This design comes from an exercise in tuning for small area, a short achievable clock period and few clock cycles on the open sky130 flow, not from production work.
Only simulation tests tie the RTL to the original design; equivalence was not proved.
Power and IR drop assume default switching activity.

$ cat config.mk
export PLATFORM = sky130hd
export DESIGN_NAME = crc18_unit
export DESIGN_NICKNAME = crc18_unit
export VERILOG_FILES = /design/flow/design.v
export SDC_FILE = /design/flow/constraint.sdc
export NUM_CORES = 4
export LEC_CHECK = 0
export CAP_MARGIN = 20
export CORE_MARGIN = 2
export CORE_UTILIZATION = 40
export PLACE_DENSITY = 0.6
export SLEW_MARGIN = 20
$ cat constraint.sdc
create_clock -name core_clock -period 12.0 [get_ports {clk}]
set_input_delay 2.4000 -clock core_clock [delete_from_list [all_inputs] [get_ports {clk}]]
set_output_delay 2.4000 -clock core_clock [all_outputs]
set_load 0.01 [all_outputs]
$ cat design.v
module crc18_unit (
    input  wire        clk,
    input  wire        rst,           
    input  wire        wr_en,
    input  wire [4:0]  wr_group,
    input  wire [39:0] wr_data,
    input  wire        cmd_valid,
    output wire        cmd_ready,
    input  wire [1:0]  cmd_op,
    input  wire [31:0] ia0,           
    input  wire [31:0] ia1,           
    input  wire [31:0] ia2,           
    input  wire [31:0] ia3,           
    output reg         done,
    output reg  [7:0]  status,
    output reg  [17:0] crc_rem,
    output reg  [9:0]  crc0,
    output reg  [9:0]  crc1,
    output reg  [31:0] ir0,
    output reg  [31:0] ir1
);
    localparam [1:0] OP_COMP  = 2'd0;
    localparam [1:0] OP_WORDS = 2'd1;
    localparam [1:0] OP_CHECK = 2'd2;
    localparam [7:0] ST_OK       = 8'h00;
    localparam [7:0] ST_ILLEGAL  = 8'h01;
    localparam [7:0] ST_BADARG   = 8'h02;
    localparam [7:0] ST_CRC_PASS = 8'h30;
    localparam [7:0] ST_CRC_FAIL = 8'h31;
    localparam NWORDS = 128;
    localparam [1:0] S_IDLE  = 2'd0;
    localparam [1:0] S_BOUND = 2'd1;
    localparam [1:0] S_RUN   = 2'd2;
    localparam [1:0] S_FIN   = 2'd3;
    reg [39:0] buffer [0:31];
    always @(posedge clk) begin
        if (wr_en)
            buffer[wr_group] <= wr_data;
    end
    function [9:0] get_word;
        input [6:0] idx;
        reg [39:0] grp;
        begin
            grp = buffer[idx[6:2]];
            case (idx[1:0])
                2'd0: get_word = grp[39:30];
                2'd1: get_word = grp[29:20];
                2'd2: get_word = grp[19:10];
                default: get_word = grp[9:0];
            endcase
        end
    endfunction
    function [17:0] crc_fold;
        input [17:0] c_in;
        input [9:0]  w;
        integer b;
        reg [17:0] c;
        reg fb;
        begin
            c = c_in;
            for (b = 0; b < 10; b = b + 1) begin
                fb = c[0] ^ w[b];
                c = c >> 1;
                if (fb)
                    c = c ^ 18'h23000;
            end
            crc_fold = c;
        end
    endfunction
    reg [1:0]  state;
    reg [1:0]  op;
    reg [31:0] a_start, a_count, a_step, a_i0;
    reg [31:0] idx;
    reg [31:0] remaining;
    reg [17:0] c;
    assign cmd_ready = (state == S_IDLE);
    wire [63:0] span    = (a_count - 32'd1) * a_step;
    wire [64:0] last    = {1'b0, span} + {33'b0, a_start};
    wire        last_ok = (a_count == 32'd0) || (last < NWORDS);
    wire [32:0] i1      = {1'b0, a_i0} + {1'b0, (a_step != 32'd0) ? a_step : 32'd1};
    wire        i0_ok   = (a_i0 < NWORDS);
    wire        i1_ok   = (i1 < NWORDS);
    wire [9:0]  w_cur   = get_word(idx[6:0]);
    wire [9:0]  c0_new  = {~c[8],  c[8:0]};
    wire [9:0]  c1_new  = {~c[17], c[17:9]};
    wire [9:0]  w0      = get_word(a_i0[6:0]);
    wire [9:0]  w1      = get_word(i1[6:0]);
    always @(posedge clk) begin
        if (rst) begin
            state     <= S_IDLE;
            op        <= 2'd0;
            a_start   <= 32'd0;
            a_count   <= 32'd0;
            a_step    <= 32'd0;
            a_i0      <= 32'd0;
            idx       <= 32'd0;
            remaining <= 32'd0;
            c         <= 18'd0;
            done      <= 1'b0;
            status    <= 8'd0;
            crc_rem   <= 18'd0;
            crc0      <= 10'd0;
            crc1      <= 10'd0;
            ir0       <= 32'd0;
            ir1       <= 32'd0;
        end else begin
            done <= 1'b0;
            case (state)
                S_IDLE: begin
                    if (cmd_valid) begin
                        op      <= cmd_op;
                        a_start <= ia0;
                        a_count <= ia1;
                        a_step  <= ia2;
                        a_i0    <= ia3;
                        state   <= S_BOUND;
                    end
                end
                S_BOUND: begin
                    idx       <= a_start;
                    remaining <= a_count;
                    c         <= 18'd0;
                    case (op)
                        OP_WORDS: begin
                            crc0   <= {~crc_rem[8],  crc_rem[8:0]};
                            crc1   <= {~crc_rem[17], crc_rem[17:9]};
                            ir0    <= {22'd0, ~crc_rem[8],  crc_rem[8:0]};
                            ir1    <= {22'd0, ~crc_rem[17], crc_rem[17:9]};
                            status <= ST_OK;
                            done   <= 1'b1;
                            state  <= S_IDLE;
                        end
                        OP_COMP, OP_CHECK: begin
                            if (!last_ok || (op == OP_CHECK && (!i0_ok || !i1_ok))) begin
                                status <= ST_BADARG;
                                done   <= 1'b1;
                                state  <= S_IDLE;
                            end else if (a_count == 32'd0) begin
                                state <= S_FIN;
                            end else begin
                                state <= S_RUN;
                            end
                        end
                        default: begin
                            status <= ST_ILLEGAL;
                            done   <= 1'b1;
                            state  <= S_IDLE;
                        end
                    endcase
                end
                S_RUN: begin
                    c         <= crc_fold(c, w_cur);
                    idx       <= idx + a_step;
                    remaining <= remaining - 32'd1;
                    if (remaining == 32'd1)
                        state <= S_FIN;
                end
                S_FIN: begin
                    crc_rem <= c;
                    if (op == OP_COMP) begin
                        ir0    <= {14'd0, c};
                        status <= ST_OK;
                    end else begin
                        crc0   <= c0_new;
                        crc1   <= c1_new;
                        ir0    <= {6'd0, w1, 6'd0, w0};
                        ir1    <= {14'd0, c};
                        status <= (w0 == c0_new && w1 == c1_new) ? ST_CRC_PASS : ST_CRC_FAIL;
                    end
                    done  <= 1'b1;
                    state <= S_IDLE;
                end
            endcase
        end
    end
endmodule
$ cat run.sh
#!/bin/bash
# synth_recipe.tcl (not shown) runs the flow's synth.tcl, then flattens the netlist and writes it again
# the make line also repeats each setting of config.mk as NAME=value (left out here)
make -C /OpenROAD-flow-scripts/flow DESIGN_CONFIG=/design/flow/config.mk WORK_HOME=/design/flow/orfs CLKGATE_MAP_FILE= SYNTH_SCRIPT=/design/flow/synth_recipe.tcl finish
==> notes.md <==
[worst max-delay path, delay by kind of cell, from the launching register on]
| kind | cells | cell delay, ps |
|---|---|---|
| buf+inv | 5 | 640 |
| xor+xnor | 2 | 360 |
| flops | 1 | 310 |
| simple gates | 9 | 2490 |
| fa+ha+maj | 10 | 4910 |
| compound gates | 13 | 2650 |
[cell families after synthesis]
| family | after synthesis |
|---|---|
| XOR/XNOR | 165 |
| AND/OR/NAND/NOR | 2457 |
| other | 1 |
| AO/OA/AOI/OAI | 1137 |
| adder cells (fa/ha/maj) | 1335 |
| flip-flops | 1565 |
| multiplexers | 1277 |
| buffers and inverters | 1755 |
[Yosys cell counts, types with 48 or more instances]
library cell / instances
a211oi_1: 96
a21o_1: 62
a21oi_1: 377
a22oi_1: 69
and2_1: 594
buf_1: 79
buf_2: 91
buf_4: 65
clkbuf_1: 486
dfxtp_1: 285
edfxtp_1: 1280
fa_1: 1104
ha_1: 231
inv_1: 1011
mux2i_1: 159
mux4_2: 1084
nand2_1: 983
nand3_1: 83
nand4_1: 53
nor2_1: 347
nor2b_1: 94
nor3_1: 71
o21ai_0: 140
xnor2_1: 116
xor2_1: 48
[final cells by class]
cell class / instances / area (um2)
clock buffer: 216 / 4730
fill: 27600 / 170000
timing repair buffer: 668 / 6090
antenna: 13 / 32.5
clock inverter: 108 / 1200
sequential: 1565 / 44200
tap: 4120 / 5150
multi-input combinational: 6395 / 73500
inverter: 1015 / 3810
[worst min-delay path by stage]
stage,start,slack (ps),to
after global routing,crc0[9],480,crc0[9]
after CTS,ir0[12],460,ir0[12]
after global placement,crc0[9],450,crc0[9]
after floorplan,a_start[10],440,a_start[10]
final,idx[4],460,flop
after detailed placement,ir0[12],450,ir0[12]
[routing by layer]
layer  up-vias  global-route usage
li1      35200                   -
met1     45500               0.347
met2      5144               0.440
met3      1097              0.0617
met4        22               0.140
met5         -                   0
[layout by cell type, fill, tap and decap left out, drive strengths merged, types with 116 or more instances in the layout]
master	instances
clkdlybuf4s50	260
mux2i	159
mux4	1084
dfxtp	285
o21ai	157
edfxtp	1280
ha	231
nor2	348
a21oi	378
xnor2	116
nand2	984
fa	1104
and2	596
buf	408
inv	1022
clkbuf	216
[sequential cells by signal, indices dropped and copies added (netlist names), 18 cells and up, named ones only]
register   flops
crc_rem       18
a_step        32
remaining     32
a_count       32
a_i0          32
ir0           26
c             18
a_start       32
ir1           18
buffer      1280
[power groups by stage]
stage / registers (mW) / clock network (mW) / logic, mW
after CTS: 6.20 / 5.74 / 15.8
after detailed placement: 6.31 / 0 / 15.6
after global routing: 6.21 / 5.95 / 17.5
final: 6.20 / 5.70 / 16.1
after global placement: 6.30 / 0 / 15.5
after floorplan: 6.18 / 0 / 10.5
[stage by stage]
step                      setup WS, ps  cell area [um2]  setup TNS [ps]
after floorplan                    265           124000               0
after global placement             119           132000               0
after detailed placement         -3.06           132000           -3.06
after CTS                         8.03           138000               0
after global routing             -32.8           139000           -53.5
final                              512           139000               0
[what timing repair did]
action | CTS | global route
setup endpoints to repair | 4 | 5
resized for setup | 6 | 64
pin swaps | 0 | 14
setup buffers | 0 | 11
==> notes.md <==
- Syn Std Cell Area: 124,000 um2
- Clock Power Share: 0.203
- Slowest cell on crit path: fa_1
- Register area share after synthesis: 0.357
- Main synth FF type: edfxtp_1
- Total gr overflow: 0
- Seq pwr share: 0.221
- CTS buffer count: 180
- Final net count: 11,300
- WL met1: 155,000 um
- Final Util: 0.450
- Antenna-violating nets left: 0
- Io pins: 291
- DRC viols: 0
- Final WL: 431,000 um
- Met3 routed wirelength: 46,300 um
- Antenna violations before repair: 33
- WHS Path Cells: 2
- Fmax: 87.0 MHz
- Crit path to: status[0]
- Syn-to-layout area delta: 12.1%
- CTS H-tree depth: 4
- Hold_buf cts: 0
- Final GP Congestion: 0.943
- Max VDD drop: 359 uV
- Initial Util: 0.401
- Non-filler cells, final: 14,100
- End of the worst register-to-register path: status[0]
- Yosys top cell by area: edfxtp_1
- Slew Limit Fails: 0
- Clock Pin Slew Worst Setup and Hold Paths: 60 ps
- Slew margin rel.: 0.145
- Wire per inst: 30.6 um
- Core area: 308,000 um2
- Largest family of logic cells by synthesized area: multiplexers
- Overall Power: 28.0 mW
- Synth top area share: 0.311
- First-pass GRT wire length: 630,000 um
- Logic pwr share: 0.576
- Clock skew: 97.9 ps
- Via count: 87,000
- Largest net degree at the start of global routing: 185
- Worst-Margin Slew: 1280 ps
- Status: timing/DRC/antenna clean
- Fin. Hold Viols: 0
- Worst EP required: 12,740 ps
- Avg Inst Size Synth: 12.8 um2
- Simple-Gate Fraction of Synth Area: 0.0977
- Hold Slack: 461 ps
- Sw Ratio: 0.437
- Worst Hold Class: flop to flop
- P_sw: 12.3 mW
- CTS root buf: clkbuf_16
- Synth Area in XOR/XNOR: 0.0117
- Number of port buffers: 266
- Via density: 6.17
- Clk sinks: 1,565
- Crit path DAT: 12,230 ps
- Reg-to-reg startpoint: a_count[2]
- Pre-antenna DRT Iters: 5
- Reg2reg setup slack: 510 ps
- Seq cells post-synth: 1,565
- Min Tclk post-route: 11,490 ps
- Mapped Cells: 9,692
- Reg2reg path depth: 39
- YS warnings: 1
- Crit-path max FO: 27
- CP Class: flop to flop
- Adder-cell area share of the yosys netlist: 0.202
- Dpl cells: 13,700
- CP Capture Type: flop
- Mux cell area share after synthesis: 0.213
- Leakage power: 51.2 nW
- CTS tree: done
- Global Route Usage Sum: 0.274
- Critical path launch point: a_count[2]
- Crit-path most repeated cell: fa_1
- Post-synth EDFFs: 1,280
- Top Layer Used: met5
- Max Buffers Root-to-Sink: 4
- Skew-Pair Late Insertion Delay: 880 ps
- DR iter-0 viols: 10,300
- FFs w/ async S/R, synth: 0
- Hpwl dp: 301,000 um
- Netlist cell types: 111
- Met2 WL: 204,000 um
- Die Span Y: 560 um
- Layout cells sized above 1: 0.199
- # Max-Cap Violations: 0
- Vias in the first global route: 90,000
- Die Span X: 560 um
- Period utilization: 0.957
- Finish-stage setup viols: 0
- Int Pwr: 15.8 mW
- Row cnt: 204
- Max incr delay on CP: 630 ps
- Crit start category: flop
- Die area: 314,000 um2
- Compound-gate portion of the synthesized area: 0.0610
- Pwr dens: 202 nW/um2
- Top cells by area, synth: edfxtp_1, mux4_2, fa_1
Testbench counts, summed over its fixed seeds: cycles 59,530.

-- static timing again, ports no longer ideal --
The flow's constraints put no driver on any port. The routed layout listed below was extracted and timed again, unchanged, in two steps. Step 1 (the two cells are an assumption about what drives the block):
set clk [get_ports {clk}]
set_driving_cell -lib_cell sky130_fd_sc_hd__clkbuf_16 $clk
set_driving_cell -lib_cell sky130_fd_sc_hd__buf_2 [delete_from_list [all_inputs] $clk]
Step 2 moves the port delays by t, midway between the first and last clock arrival at a register: inputs arrive t later, outputs are due t later. That takes back most of the time a late clock gives input paths. Slacks: ideal ports / drivers / drivers and shift; pairs: ideal ports / drivers.
shift t [ns]: 0.914
setup WS [ns]: 0.512 / 0.512 / 0.512
worst hold slack (ns): 0.461 / 0.461 / 0.461
worst register clock-pin slew, ns: 0.09 / 0.09
cell pins on the clock port's net: 1
After both steps this run still meets setup and hold. The setup slack of this run moves by 0.000 ns with the drivers and by 0.000 ns with both steps.
